Background: an optimization exercise with open tools, aiming at small area, a short achievable clock period and few clock cycles. Do not read the settings as production practice.
In this exercise RTL edits were held to simulation tests only and were not proved equivalent to the original.
Power is estimated from default activity; no workload was simulated.

### design.v
module nr_core (
    input  wire        clk,
    input  wire        rst,         
    input  wire        cmd_valid,
    output wire        cmd_ready,
    input  wire [11:0] cmd,
    output wire        rsp_valid,
    output wire        rsp_ok,
    output wire [31:0] rsp_val
);
    localparam [31:0] CRC_POLY = 32'hEDB88320;
    assign cmd_ready = 1'b1;
    wire       acc  = cmd_valid & ~rst;
    wire [3:0] op   = cmd[11:8];
    wire [7:0] imm8 = cmd[7:0];
    wire       iz   = (imm8 == 8'd0);
    wire op_init  = (op == 4'h1);
    wire op_byte  = (op == 4'h2);
    wire op_fold  = (op == 4'h3);
    wire op_rdcrc = (op == 4'h4);
    wire op_rdkey = (op == 4'h5);
    wire op_zarg  = op_init | op_fold | op_rdcrc | op_rdkey;
    reg [31:0] crc_c;     
    reg [16:0] key_r;
    reg        kv_r;
    reg        do_fold;   
    reg        rv_r, ok_r, sel_crc, sel_key;
    reg  [1:0] err_r;
    reg [14:0] t_q;       
    function [31:0] absorb_c;
        input [31:0] c;
        input [7:0]  b;
        integer i;
        reg [31:0] t;
        begin
            t = ~c ^ {24'd0, b};
            for (i = 0; i < 8; i = i + 1)
                t = t[0] ? ((t >> 1) ^ CRC_POLY) : (t >> 1);
            absorb_c = ~t;
        end
    endfunction
    wire [31:0] c_nxt = (acc & op_init & iz) ? 32'd0 :
                        (acc & op_byte)        ? absorb_c(crc_c, imm8) : crc_c;
    wire [31:0] c_fold = crc_c;      
    wire [31:0] cx  = c_fold ^ 32'h0000AAAA;
    wire        cin = &cx[4:0];
    wire f1 = cin ^ cx[5] ^ ~cx[17];
    wire f2 = (cin & cx[5]) | (cin & ~cx[17]) | (cx[5] & ~cx[17]);
    wire f3 = cx[18] ^ ~cx[19] ^ ~cx[21];
    wire f4 = (cx[18] & ~cx[19]) | (cx[18] & ~cx[21]) | (~cx[19] & ~cx[21]);
    wire f5 = cx[26] ^ ~cx[28] ^ ~cx[30];
    wire f6 = (cx[26] & ~cx[28]) | (cx[26] & ~cx[30]) | (~cx[28] & ~cx[30]);
    wire f7 = cx[6] ^ ~cx[20] ^ ~cx[22];
    wire f8 = (cx[6] & ~cx[20]) | (cx[6] & ~cx[22]) | (~cx[20] & ~cx[22]);
    wire f9 = cx[7] ^ ~cx[17] ^ ~cx[23];
    wire f10 = (cx[7] & ~cx[17]) | (cx[7] & ~cx[23]) | (~cx[17] & ~cx[23]);
    wire f11 = cx[8] ^ ~cx[19] ^ cx[21];
    wire f12 = (cx[8] & ~cx[19]) | (cx[8] & cx[21]) | (~cx[19] & cx[21]);
    wire f13 = ~cx[24] ^ cx[27] ^ cx[29];
    wire f14 = (~cx[24] & cx[27]) | (~cx[24] & cx[29]) | (cx[27] & cx[29]);
    wire f15 = cx[9] ^ cx[17] ^ ~cx[20];
    wire f16 = (cx[9] & cx[17]) | (cx[9] & ~cx[20]) | (cx[17] & ~cx[20]);
    wire f17 = cx[22] ^ ~cx[25] ^ cx[26];
    wire f18 = (cx[22] & ~cx[25]) | (cx[22] & cx[26]) | (~cx[25] & cx[26]);
    wire f19 = cx[10] ^ ~cx[18] ^ cx[21];
    wire f20 = (cx[10] & ~cx[18]) | (cx[10] & cx[21]) | (~cx[18] & cx[21]);
    wire f21 = cx[23] ^ cx[27] ^ cx[28];
    wire f22 = (cx[23] & cx[27]) | (cx[23] & cx[28]) | (cx[27] & cx[28]);
    wire f23 = cx[29] ^ cx[30] ^ 1'b1;
    wire f24 = (cx[29] & cx[30]) | (cx[29] & 1'b1) | (cx[30] & 1'b1);
    wire f25 = cx[11] ^ ~cx[17] ^ cx[22];
    wire f26 = (cx[11] & ~cx[17]) | (cx[11] & cx[22]) | (~cx[17] & cx[22]);
    wire f27 = cx[12] ^ ~cx[18] ^ ~cx[21];
    wire f28 = (cx[12] & ~cx[18]) | (cx[12] & ~cx[21]) | (~cx[18] & ~cx[21]);
    wire f29 = cx[23] ^ cx[25] ^ cx[29];
    wire f30 = (cx[23] & cx[25]) | (cx[23] & cx[29]) | (cx[25] & cx[29]);
    wire f31 = cx[13] ^ ~cx[19] ^ ~cx[22];
    wire f32 = (cx[13] & ~cx[19]) | (cx[13] & ~cx[22]) | (~cx[19] & ~cx[22]);
    wire f33 = cx[24] ^ cx[26] ^ cx[30];
    wire f34 = (cx[24] & cx[26]) | (cx[24] & cx[30]) | (cx[26] & cx[30]);
    wire f35 = cx[14] ^ ~cx[20] ^ ~cx[23];
    wire f36 = (cx[14] & ~cx[20]) | (cx[14] & ~cx[23]) | (~cx[20] & ~cx[23]);
    wire f37 = cx[25] ^ cx[27] ^ ~cx[31];
    wire f38 = (cx[25] & cx[27]) | (cx[25] & ~cx[31]) | (cx[27] & ~cx[31]);
    wire f39 = cx[15] ^ cx[17] ^ ~cx[18];
    wire f40 = (cx[15] & cx[17]) | (cx[15] & ~cx[18]) | (cx[17] & ~cx[18]);
    wire f41 = cx[19] ^ ~cx[24] ^ cx[30];
    wire f42 = (cx[19] & ~cx[24]) | (cx[19] & cx[30]) | (~cx[24] & cx[30]);
    wire f43 = cx[16] ^ cx[20] ^ ~cx[25];
    wire f44 = (cx[16] & cx[20]) | (cx[16] & ~cx[25]) | (cx[20] & ~cx[25]);
    wire f45 = f1 ^ f3 ^ f5;
    wire f46 = (f1 & f3) | (f1 & f5) | (f3 & f5);
    wire f47 = f2 ^ f4 ^ f6;
    wire f48 = (f2 & f4) | (f2 & f6) | (f4 & f6);
    wire f49 = f8 ^ f9 ^ cx[26];
    wire f50 = (f8 & f9) | (f8 & cx[26]) | (f9 & cx[26]);
    wire f51 = f10 ^ f11 ^ f13;
    wire f52 = (f10 & f11) | (f10 & f13) | (f11 & f13);
    wire f53 = f12 ^ f14 ^ f15;
    wire f54 = (f12 & f14) | (f12 & f15) | (f14 & f15);
    wire f55 = f16 ^ f18 ^ f19;
    wire f56 = (f16 & f18) | (f16 & f19) | (f18 & f19);
    wire f57 = f20 ^ f22 ^ f24;
    wire f58 = (f20 & f22) | (f20 & f24) | (f22 & f24);
    wire f59 = f26 ^ f27 ^ f29;
    wire f60 = (f26 & f27) | (f26 & f29) | (f27 & f29);
    wire f61 = f28 ^ f30 ^ f31;
    wire f62 = (f28 & f30) | (f28 & f31) | (f30 & f31);
    wire f63 = f32 ^ f34 ^ f35;
    wire f64 = (f32 & f34) | (f32 & f35) | (f34 & f35);
    wire f65 = f36 ^ f38 ^ f39;
    wire f66 = (f36 & f38) | (f36 & f39) | (f38 & f39);
    wire f67 = f40 ^ f42 ^ f43;
    wire f68 = (f40 & f42) | (f40 & f43) | (f42 & f43);
    wire f69 = f46 ^ f47 ^ f7;
    wire f70 = (f46 & f47) | (f46 & f7) | (f47 & f7);
    wire f71 = f48 ^ f49 ^ ~cx[30];
    wire f72 = (f48 & f49) | (f48 & ~cx[30]) | (f49 & ~cx[30]);
    wire f73 = f52 ^ f53 ^ f17;
    wire f74 = (f52 & f53) | (f52 & f17) | (f53 & f17);
    wire f75 = f54 ^ f55 ^ f21;
    wire f76 = (f54 & f55) | (f54 & f21) | (f55 & f21);
    wire f77 = f56 ^ f57 ^ f25;
    wire f78 = (f56 & f57) | (f56 & f25) | (f57 & f25);
    wire f79 = f58 ^ f59 ^ 1'b1;
    wire f80 = (f58 & f59) | (f58 & 1'b1) | (f59 & 1'b1);
    wire f81 = f60 ^ f61 ^ f33;
    wire f82 = (f60 & f61) | (f60 & f33) | (f61 & f33);
    wire f83 = f62 ^ f63 ^ f37;
    wire f84 = (f62 & f63) | (f62 & f37) | (f63 & f37);
    wire f85 = f64 ^ f65 ^ f41;
    wire f86 = (f64 & f65) | (f64 & f41) | (f65 & f41);
    wire f87 = f66 ^ f67 ^ ~cx[28];
    wire f88 = (f66 & f67) | (f66 & ~cx[28]) | (f67 & ~cx[28]);
    wire f89 = f72 ^ f50 ^ f51;
    wire f90 = (f72 & f50) | (f72 & f51) | (f50 & f51);
    wire f91 = f74 ^ f75 ^ f23;
    wire f92 = (f74 & f75) | (f74 & f23) | (f75 & f23);
    wire f93 = f76 ^ f77 ^ cx[24];
    wire f94 = (f76 & f77) | (f76 & cx[24]) | (f77 & cx[24]);
    wire f95 = f80 ^ f81 ^ 1'b1;
    wire f96 = (f80 & f81) | (f80 & 1'b1) | (f81 & 1'b1);
    wire f97 = f82 ^ f83 ^ 1'b1;
    wire f98 = (f82 & f83) | (f82 & 1'b1) | (f83 & 1'b1);
    wire f99 = f86 ^ f87 ^ cx[29];
    wire f100 = (f86 & f87) | (f86 & cx[29]) | (f87 & cx[29]);
    wire f101 = f88 ^ f68 ^ f44;
    wire f102 = (f88 & f68) | (f88 & f44) | (f68 & f44);
    wire f103 = f94 ^ f78 ^ f79;
    wire f104 = (f94 & f78) | (f94 & f79) | (f78 & f79);
    wire f105 = f98 ^ f84 ^ f85;
    wire f106 = (f98 & f84) | (f98 & f85) | (f84 & f85);
    wire [14:0] s1a = {1'b0, f102, f100, f106, f105, f96, f104, f103, f92, f91, f90, f89, f70, f69, f45};
    wire [14:0] s1b = {1'b0, 1'b0, f101, f99, 1'b0, f97, f95, 1'b0, f93, 1'b0, f73, 1'b0, f71, cx[27], cx[31]};
    wire [14:0] t_d;
    wire [15:0] t_d_c;
    assign t_d_c[0] = 1'b0;
    assign t_d[0] = s1a[0] ^ s1b[0] ^ t_d_c[0];
    assign t_d_c[1] = (s1a[0] & s1b[0]) | (s1a[0] & t_d_c[0]) | (s1b[0] & t_d_c[0]);
    assign t_d[1] = s1a[1] ^ s1b[1] ^ t_d_c[1];
    assign t_d_c[2] = (s1a[1] & s1b[1]) | (s1a[1] & t_d_c[1]) | (s1b[1] & t_d_c[1]);
    assign t_d[2] = s1a[2] ^ s1b[2] ^ t_d_c[2];
    assign t_d_c[3] = (s1a[2] & s1b[2]) | (s1a[2] & t_d_c[2]) | (s1b[2] & t_d_c[2]);
    assign t_d[3] = s1a[3] ^ s1b[3] ^ t_d_c[3];
    assign t_d_c[4] = (s1a[3] & s1b[3]) | (s1a[3] & t_d_c[3]) | (s1b[3] & t_d_c[3]);
    assign t_d[4] = s1a[4] ^ s1b[4] ^ t_d_c[4];
    assign t_d_c[5] = (s1a[4] & s1b[4]) | (s1a[4] & t_d_c[4]) | (s1b[4] & t_d_c[4]);
    assign t_d[5] = s1a[5] ^ s1b[5] ^ t_d_c[5];
    assign t_d_c[6] = (s1a[5] & s1b[5]) | (s1a[5] & t_d_c[5]) | (s1b[5] & t_d_c[5]);
    assign t_d[6] = s1a[6] ^ s1b[6] ^ t_d_c[6];
    assign t_d_c[7] = (s1a[6] & s1b[6]) | (s1a[6] & t_d_c[6]) | (s1b[6] & t_d_c[6]);
    assign t_d[7] = s1a[7] ^ s1b[7] ^ t_d_c[7];
    assign t_d_c[8] = (s1a[7] & s1b[7]) | (s1a[7] & t_d_c[7]) | (s1b[7] & t_d_c[7]);
    assign t_d[8] = s1a[8] ^ s1b[8] ^ t_d_c[8];
    assign t_d_c[9] = (s1a[8] & s1b[8]) | (s1a[8] & t_d_c[8]) | (s1b[8] & t_d_c[8]);
    assign t_d[9] = s1a[9] ^ s1b[9] ^ t_d_c[9];
    assign t_d_c[10] = (s1a[9] & s1b[9]) | (s1a[9] & t_d_c[9]) | (s1b[9] & t_d_c[9]);
    assign t_d[10] = s1a[10] ^ s1b[10] ^ t_d_c[10];
    assign t_d_c[11] = (s1a[10] & s1b[10]) | (s1a[10] & t_d_c[10]) | (s1b[10] & t_d_c[10]);
    assign t_d[11] = s1a[11] ^ s1b[11] ^ t_d_c[11];
    assign t_d_c[12] = (s1a[11] & s1b[11]) | (s1a[11] & t_d_c[11]) | (s1b[11] & t_d_c[11]);
    assign t_d[12] = s1a[12] ^ s1b[12] ^ t_d_c[12];
    assign t_d_c[13] = (s1a[12] & s1b[12]) | (s1a[12] & t_d_c[12]) | (s1b[12] & t_d_c[12]);
    assign t_d[13] = s1a[13] ^ s1b[13] ^ t_d_c[13];
    assign t_d_c[14] = (s1a[13] & s1b[13]) | (s1a[13] & t_d_c[13]) | (s1b[13] & t_d_c[13]);
    assign t_d[14] = s1a[14] ^ s1b[14] ^ t_d_c[14];
    assign t_d_c[15] = (s1a[14] & s1b[14]) | (s1a[14] & t_d_c[14]) | (s1b[14] & t_d_c[14]);
    localparam [191:0] MT = {12'd2595, 12'd547, 12'd1624, 12'd2701, 12'd653, 12'd1730, 12'd2807, 12'd759, 12'd1836, 12'd2913, 12'd865, 12'd1942, 12'd3019, 12'd971, 12'd2048, 12'd0};
    wire [11:0] mh = MT[t_q[14:11]*12 +: 12];
    wire [11:0] u;
    wire [12:0] u_c;
    assign u_c[0] = 1'b0;
    assign u[0] = t_q[0] ^ mh[0] ^ u_c[0];
    assign u_c[1] = (t_q[0] & mh[0]) | (t_q[0] & u_c[0]) | (mh[0] & u_c[0]);
    assign u[1] = t_q[1] ^ mh[1] ^ u_c[1];
    assign u_c[2] = (t_q[1] & mh[1]) | (t_q[1] & u_c[1]) | (mh[1] & u_c[1]);
    assign u[2] = t_q[2] ^ mh[2] ^ u_c[2];
    assign u_c[3] = (t_q[2] & mh[2]) | (t_q[2] & u_c[2]) | (mh[2] & u_c[2]);
    assign u[3] = t_q[3] ^ mh[3] ^ u_c[3];
    assign u_c[4] = (t_q[3] & mh[3]) | (t_q[3] & u_c[3]) | (mh[3] & u_c[3]);
    assign u[4] = t_q[4] ^ mh[4] ^ u_c[4];
    assign u_c[5] = (t_q[4] & mh[4]) | (t_q[4] & u_c[4]) | (mh[4] & u_c[4]);
    assign u[5] = t_q[5] ^ mh[5] ^ u_c[5];
    assign u_c[6] = (t_q[5] & mh[5]) | (t_q[5] & u_c[5]) | (mh[5] & u_c[5]);
    assign u[6] = t_q[6] ^ mh[6] ^ u_c[6];
    assign u_c[7] = (t_q[6] & mh[6]) | (t_q[6] & u_c[6]) | (mh[6] & u_c[6]);
    assign u[7] = t_q[7] ^ mh[7] ^ u_c[7];
    assign u_c[8] = (t_q[7] & mh[7]) | (t_q[7] & u_c[7]) | (mh[7] & u_c[7]);
    assign u[8] = t_q[8] ^ mh[8] ^ u_c[8];
    assign u_c[9] = (t_q[8] & mh[8]) | (t_q[8] & u_c[8]) | (mh[8] & u_c[8]);
    assign u[9] = t_q[9] ^ mh[9] ^ u_c[9];
    assign u_c[10] = (t_q[9] & mh[9]) | (t_q[9] & u_c[9]) | (mh[9] & u_c[9]);
    assign u[10] = t_q[10] ^ mh[10] ^ u_c[10];
    assign u_c[11] = (t_q[10] & mh[10]) | (t_q[10] & u_c[10]) | (mh[10] & u_c[10]);
    assign u[11] = 1'b0 ^ mh[11] ^ u_c[11];
    assign u_c[12] = (1'b0 & mh[11]) | (1'b0 & u_c[11]) | (mh[11] & u_c[11]);
    wire [12:0] uu = {u_c[12], u};
    wire [12:0] u1;
    wire [13:0] u1_c;
    assign u1_c[0] = 1'b0;
    assign u1[0] = uu[0] ^ 1'b1 ^ u1_c[0];
    assign u1_c[1] = (uu[0] & 1'b1) | (uu[0] & u1_c[0]) | (1'b1 & u1_c[0]);
    assign u1[1] = uu[1] ^ 1'b1 ^ u1_c[1];
    assign u1_c[2] = (uu[1] & 1'b1) | (uu[1] & u1_c[1]) | (1'b1 & u1_c[1]);
    assign u1[2] = uu[2] ^ 1'b0 ^ u1_c[2];
    assign u1_c[3] = (uu[2] & 1'b0) | (uu[2] & u1_c[2]) | (1'b0 & u1_c[2]);
    assign u1[3] = uu[3] ^ 1'b1 ^ u1_c[3];
    assign u1_c[4] = (uu[3] & 1'b1) | (uu[3] & u1_c[3]) | (1'b1 & u1_c[3]);
    assign u1[4] = uu[4] ^ 1'b0 ^ u1_c[4];
    assign u1_c[5] = (uu[4] & 1'b0) | (uu[4] & u1_c[4]) | (1'b0 & u1_c[4]);
    assign u1[5] = uu[5] ^ 1'b0 ^ u1_c[5];
    assign u1_c[6] = (uu[5] & 1'b0) | (uu[5] & u1_c[5]) | (1'b0 & u1_c[5]);
    assign u1[6] = uu[6] ^ 1'b1 ^ u1_c[6];
    assign u1_c[7] = (uu[6] & 1'b1) | (uu[6] & u1_c[6]) | (1'b1 & u1_c[6]);
    assign u1[7] = uu[7] ^ 1'b1 ^ u1_c[7];
    assign u1_c[8] = (uu[7] & 1'b1) | (uu[7] & u1_c[7]) | (1'b1 & u1_c[7]);
    assign u1[8] = uu[8] ^ 1'b1 ^ u1_c[8];
    assign u1_c[9] = (uu[8] & 1'b1) | (uu[8] & u1_c[8]) | (1'b1 & u1_c[8]);
    assign u1[9] = uu[9] ^ 1'b1 ^ u1_c[9];
    assign u1_c[10] = (uu[9] & 1'b1) | (uu[9] & u1_c[9]) | (1'b1 & u1_c[9]);
    assign u1[10] = uu[10] ^ 1'b0 ^ u1_c[10];
    assign u1_c[11] = (uu[10] & 1'b0) | (uu[10] & u1_c[10]) | (1'b0 & u1_c[10]);
    assign u1[11] = uu[11] ^ 1'b0 ^ u1_c[11];
    assign u1_c[12] = (uu[11] & 1'b0) | (uu[11] & u1_c[11]) | (1'b0 & u1_c[11]);
    assign u1[12] = uu[12] ^ 1'b1 ^ u1_c[12];
    assign u1_c[13] = (uu[12] & 1'b1) | (uu[12] & u1_c[12]) | (1'b1 & u1_c[12]);
    wire u1_ge = u1_c[13] ^ 1'b0;   
    wire [11:0] v = u1_ge ? u1[11:0] : u[11:0];
    always @(posedge clk) begin
        rv_r    <= acc;
        do_fold <= acc & op_fold & iz;
        sel_crc <= op_rdcrc & iz;
        sel_key <= op_rdkey & iz & kv_r;
        ok_r    <= op_byte | (op_zarg & iz & (~op_rdkey | kv_r));
        err_r   <= !(op_byte | op_zarg) ? 2'd1 :
                   (!op_byte & !iz)     ? 2'd2 :
                   (op_rdkey & !kv_r)   ? 2'd3 : 2'd0;
        crc_c <= rst ? 32'd0 : c_nxt;
        kv_r <= ~rst & (kv_r | (acc & op_fold & iz));
        t_q  <= t_d;
        if (do_fold)
            key_r <= {v, cx[4:0] + 5'd1};
    end
    assign rsp_valid = rv_r;
    assign rsp_ok    = ok_r;
    assign rsp_val   = ({32{sel_crc}} & crc_c) | {15'd0, {17{sel_key}} & key_r} | {30'd0, err_r};
endmodule
### run.sh
#!/bin/bash
# synth_recipe.tcl (not shown) runs the flow's synth.tcl, then flattens the netlist and writes it again
# the make line also repeats each setting of config.mk as NAME=value (left out here)
make -C /OpenROAD-flow-scripts/flow DESIGN_CONFIG=/design/flow/config.mk WORK_HOME=/design/flow/orfs CLKGATE_MAP_FILE= SYNTH_SCRIPT=/design/flow/synth_recipe.tcl finish
### config.mk
export PLATFORM = sky130hd
export DESIGN_NAME = nr_core
export DESIGN_NICKNAME = nr_core
export VERILOG_FILES = /design/flow/design.v
export SDC_FILE = /design/flow/constraint.sdc
export NUM_CORES = 4
export LEC_CHECK = 0
export ABC_CLOCK_PERIOD_IN_PS = 5000
export CAP_MARGIN = 20
export CORE_MARGIN = 2
export CORE_UTILIZATION = 40
export SLEW_MARGIN = 20
### constraint.sdc
create_clock -name core_clock -period 22.0 [get_ports {clk}]
set_input_delay 4.4000 -clock core_clock [delete_from_list [all_inputs] [get_ports {clk}]]
set_output_delay 4.4000 -clock core_clock [all_outputs]
set_load 0.01 [all_outputs]
==> out/results.ini <==
[pwr]
ir_drop_uv = 103
finalPower_mw = 0.754
cellPowerDensity_nw_per_um2 = 114
power.leakage_nw = 2.66

[clocking]
postCtsHoldBufs = 0
cts_resized = 0
clockRootBuffer = clkbuf_16
post_cts_buffers = 0
cts.sinks = 72
cts_tree = yes
cts-htree-levels = 3
cts-buffers-inserted = 9
clkLatencyLatePin_ns = 0.34
cts_buffer_depth = 2
clk_pin_slew_ns = 0.06

[synthesis]
synthAdderAreaFrac = 0.305
synthesis.nets = 667
syn_area_per_cell_um2 = 10.3
synth-simple-area-share = 0.0808
netlist_area_um2 = 5700
ys.flop_type = dfxtp_1
synth_compound_area_frac = 0.0905
yosys_warnings = 1
synth_edf_count = 17
synth_cells = 554
async_flop_share = 0
synth_top_family_by_area = adder cells
synth_mux_area_frac = 0.0228
ys_ff_latch = 72
synthXorXnorAreaFrac = 0.131
synth.distinct_cells = 46
seq_area_frac_synth = 0.283

[sta]
setup_viol = 0
period_share = 0.328
setup_tns_ns = 0
hold_slack_ns = 0.466
tightestPinTransition_ns = 0.806
fmax_mhz = 139
fin_skew_ns = 0.00748
post-route-min-period_ns = 7.21
rsz0062_at_grt = false
slew_headroom = 0.459
slew_viol_final = 0
hold_viol = 0

[setup_path]
cp.arrival_ns = 7.29
worstRegToRegCells = 23
reg2reg_slack_ns = 14.79
worstSetupPathType = reg -> reg
startpoint_type = flop
cp_data_required_time_ns = 22.08
r2r_end = key_r[15]
cp-end-kind = flop
cp_max_fo = 16
reg2reg_from = t_q[12]

[floorplan]
dieArea_um2 = 15200
core-area_um2 = 13900
fp.dieH_um = 123
io_pins = 50
start_util = 0.411
fp.dieW_um = 123
row_count = 43

[routing]
route.detailed.drc = 0
vias_per_cell = 4.90
ant_nets = 0
routed_wl_um = 13200
drt_iter0_markers = 188
firstDrtPassIters = 4
num_vias = 3802
wire_per_inst_um = 16.9

[global_route]
grtUsageTotal = 0.192
grt_overflow_total = 0
grt_start_max_net_pins = 35
grt_pass1_vias = 4021
antenna_found_initial = 0
grt_pass1_wl_um = 21600

[min_path]
hp-class = reg -> reg
min_delay_path_depth = 2
min_from = kv_r
worstHoldEndpoint = sel_key

[layout]
final_cell_mix = inv_1 (104), fa_1 (68), dfxtp_1 (54)
area_delta_synth_final_pct = 16.4
drive_above_1_share = 0.0671
final_common_cell = inv_1
utilization = 0.478
antenna_cells = 0
fin_nets = 704

[placed_design]
portBuffers = 48
hpwl_um = 10300
gp_congestion = 0.888

[outcome]
run_status = no timing/DRC/antenna violations

[run]
cap_viol_max_count = 0

## metal layers
| layer | up-vias | GRT usage | part of all wire |
|---|---|---|---|
| li1 | 1824 | - | - |
| met1 | 1893 | 0.255 | 0.44 |
| met2 | 71 | 0.320 | 0.50 |
| met3 | 14 | 0.0415 | 0.042 |
| met4 | 0 | 0.0504 | 0.014 |
| met5 | - | 0 | 0 |
## worst max-delay path by stage
stage                            to  depth (start not counted)    start
after floorplan           key_r[13]                         25  t_q[12]
after global placement    key_r[10]                         23  t_q[12]
after detailed placement  key_r[15]                         23  t_q[12]
after CTS                 key_r[15]                         23  t_q[12]
after global routing      key_r[15]                         23  t_q[12]
final                     key_r[15]                         23  t_q[12]
## registers in the layout, summed over array words and instances (netlist names)
register / flops
t_q: 15
sel_key: 1
ok_r: 1
key_r: 17
rv_r: 1
do_fold: 1
kv_r: 1
sel_crc: 1
crc_c: 32
err_r: 2
## stage by stage
| step | std cells | worst slack (ns) | cell area [um^2] |
|---|---|---|---|
| 6_report | 776 | 14.79 | 6640 |
| 5_1_grt | 776 | 14.30 | 6640 |
| 4_1_cts | 776 | 14.75 | 6630 |
| 3_5_place_dp | 760 | 14.77 | 6310 |
| 3_3_place_gp | 760 | 15.04 | 6310 |
| 2_1_floorplan | 554 | 15.40 | 5700 |
## where the power goes
group	switching (mW)	internal (mW)
registers	0.0152	0.177
clock network	0.0581	0.0992
logic	0.214	0.191
total	0.287	0.467
## cell type report
cell class / count / area [um^2]
Clock buffer: 9 / 225
Clock inverter: 7 / 93.8
Fill cell: 1296 / 7240
Inverter: 104 / 390
Multi-Input combinational cell: 355 / 3600
Sequential cell: 72 / 1610
Tap cell: 180 / 225
Timing Repair Buffer: 49 / 488
## cells in the mapped netlist, drive strengths merged (4+ instances only)
cell    number  area, um^2
nor2        29         109
xor2        16         178
xnor2       59         569
mux2         6        67.6
ha          30         375
and2        15        93.8
buf          5        35.0
mux2i        4        40.0
o22ai       10        68.8
a21oi       18        90.1
nor2b        5        31.3
dfxtp       55        1100
inv        104         390
nand2       31         116
edfxtp      17         510
clkbuf      18        68.8
fa          68        1360
o21ai        4        20.0
a22o        15         131
a211oi      16         120
## cells by family after synthesis
group           count (synthesis)
flops                          72
simple gates                   97
mux                            11
buf+inv                       127
other cells                     1
fa+ha+maj                      98
xor+xnor                       75
compound gates                 73
## worst max-delay path, cell delays in order, from the launching register on
cell and delay (ns):
dfxtp_1 0.50, inv_1 0.19, ha_1 0.30, inv_1 0.07, nand2_1 0.07, nor2_1 0.15
a21oi_1 0.09, nor2b_1 0.19, ha_1 0.21, fa_1 0.41, fa_1 0.42, fa_1 0.43
fa_1 0.42, fa_1 0.42, fa_1 0.43, fa_1 0.40, inv_1 0.09, fa_1 0.20
fa_1 0.45, ha_1 0.21, inv_1 0.06, ha_1 0.18, fa_1 0.63, mux2_2 0.41
Testbench counts, summed over its fixed seeds: cycles 3,528.

## re-timing with driven ports
Ports are ideal in the flow. The routed layout listed here was re-timed in OpenROAD. Step 1: set_driving_cell puts a clkbuf_16 on clk and a buf_2 on each other input, an assumption about the parent block. Step 2 also shifts input and output timing later by t, the mid clock arrival at the registers, as if the neighbouring blocks saw the same clock. Three values: no drivers, after step 1, after step 2; two values: the first two.
t, ns: 0.373
slack for setup (ns): 14.787 / 14.787 / 14.787
worst register clock-pin slew, ns: 0.06 / 0.06
worst data-port slew with drivers (ns): 0.04
After both steps this run still meets setup and hold. For this run, drivers alone change the setup slack by 0.000 ns; drivers and shift together by 0.000 ns.
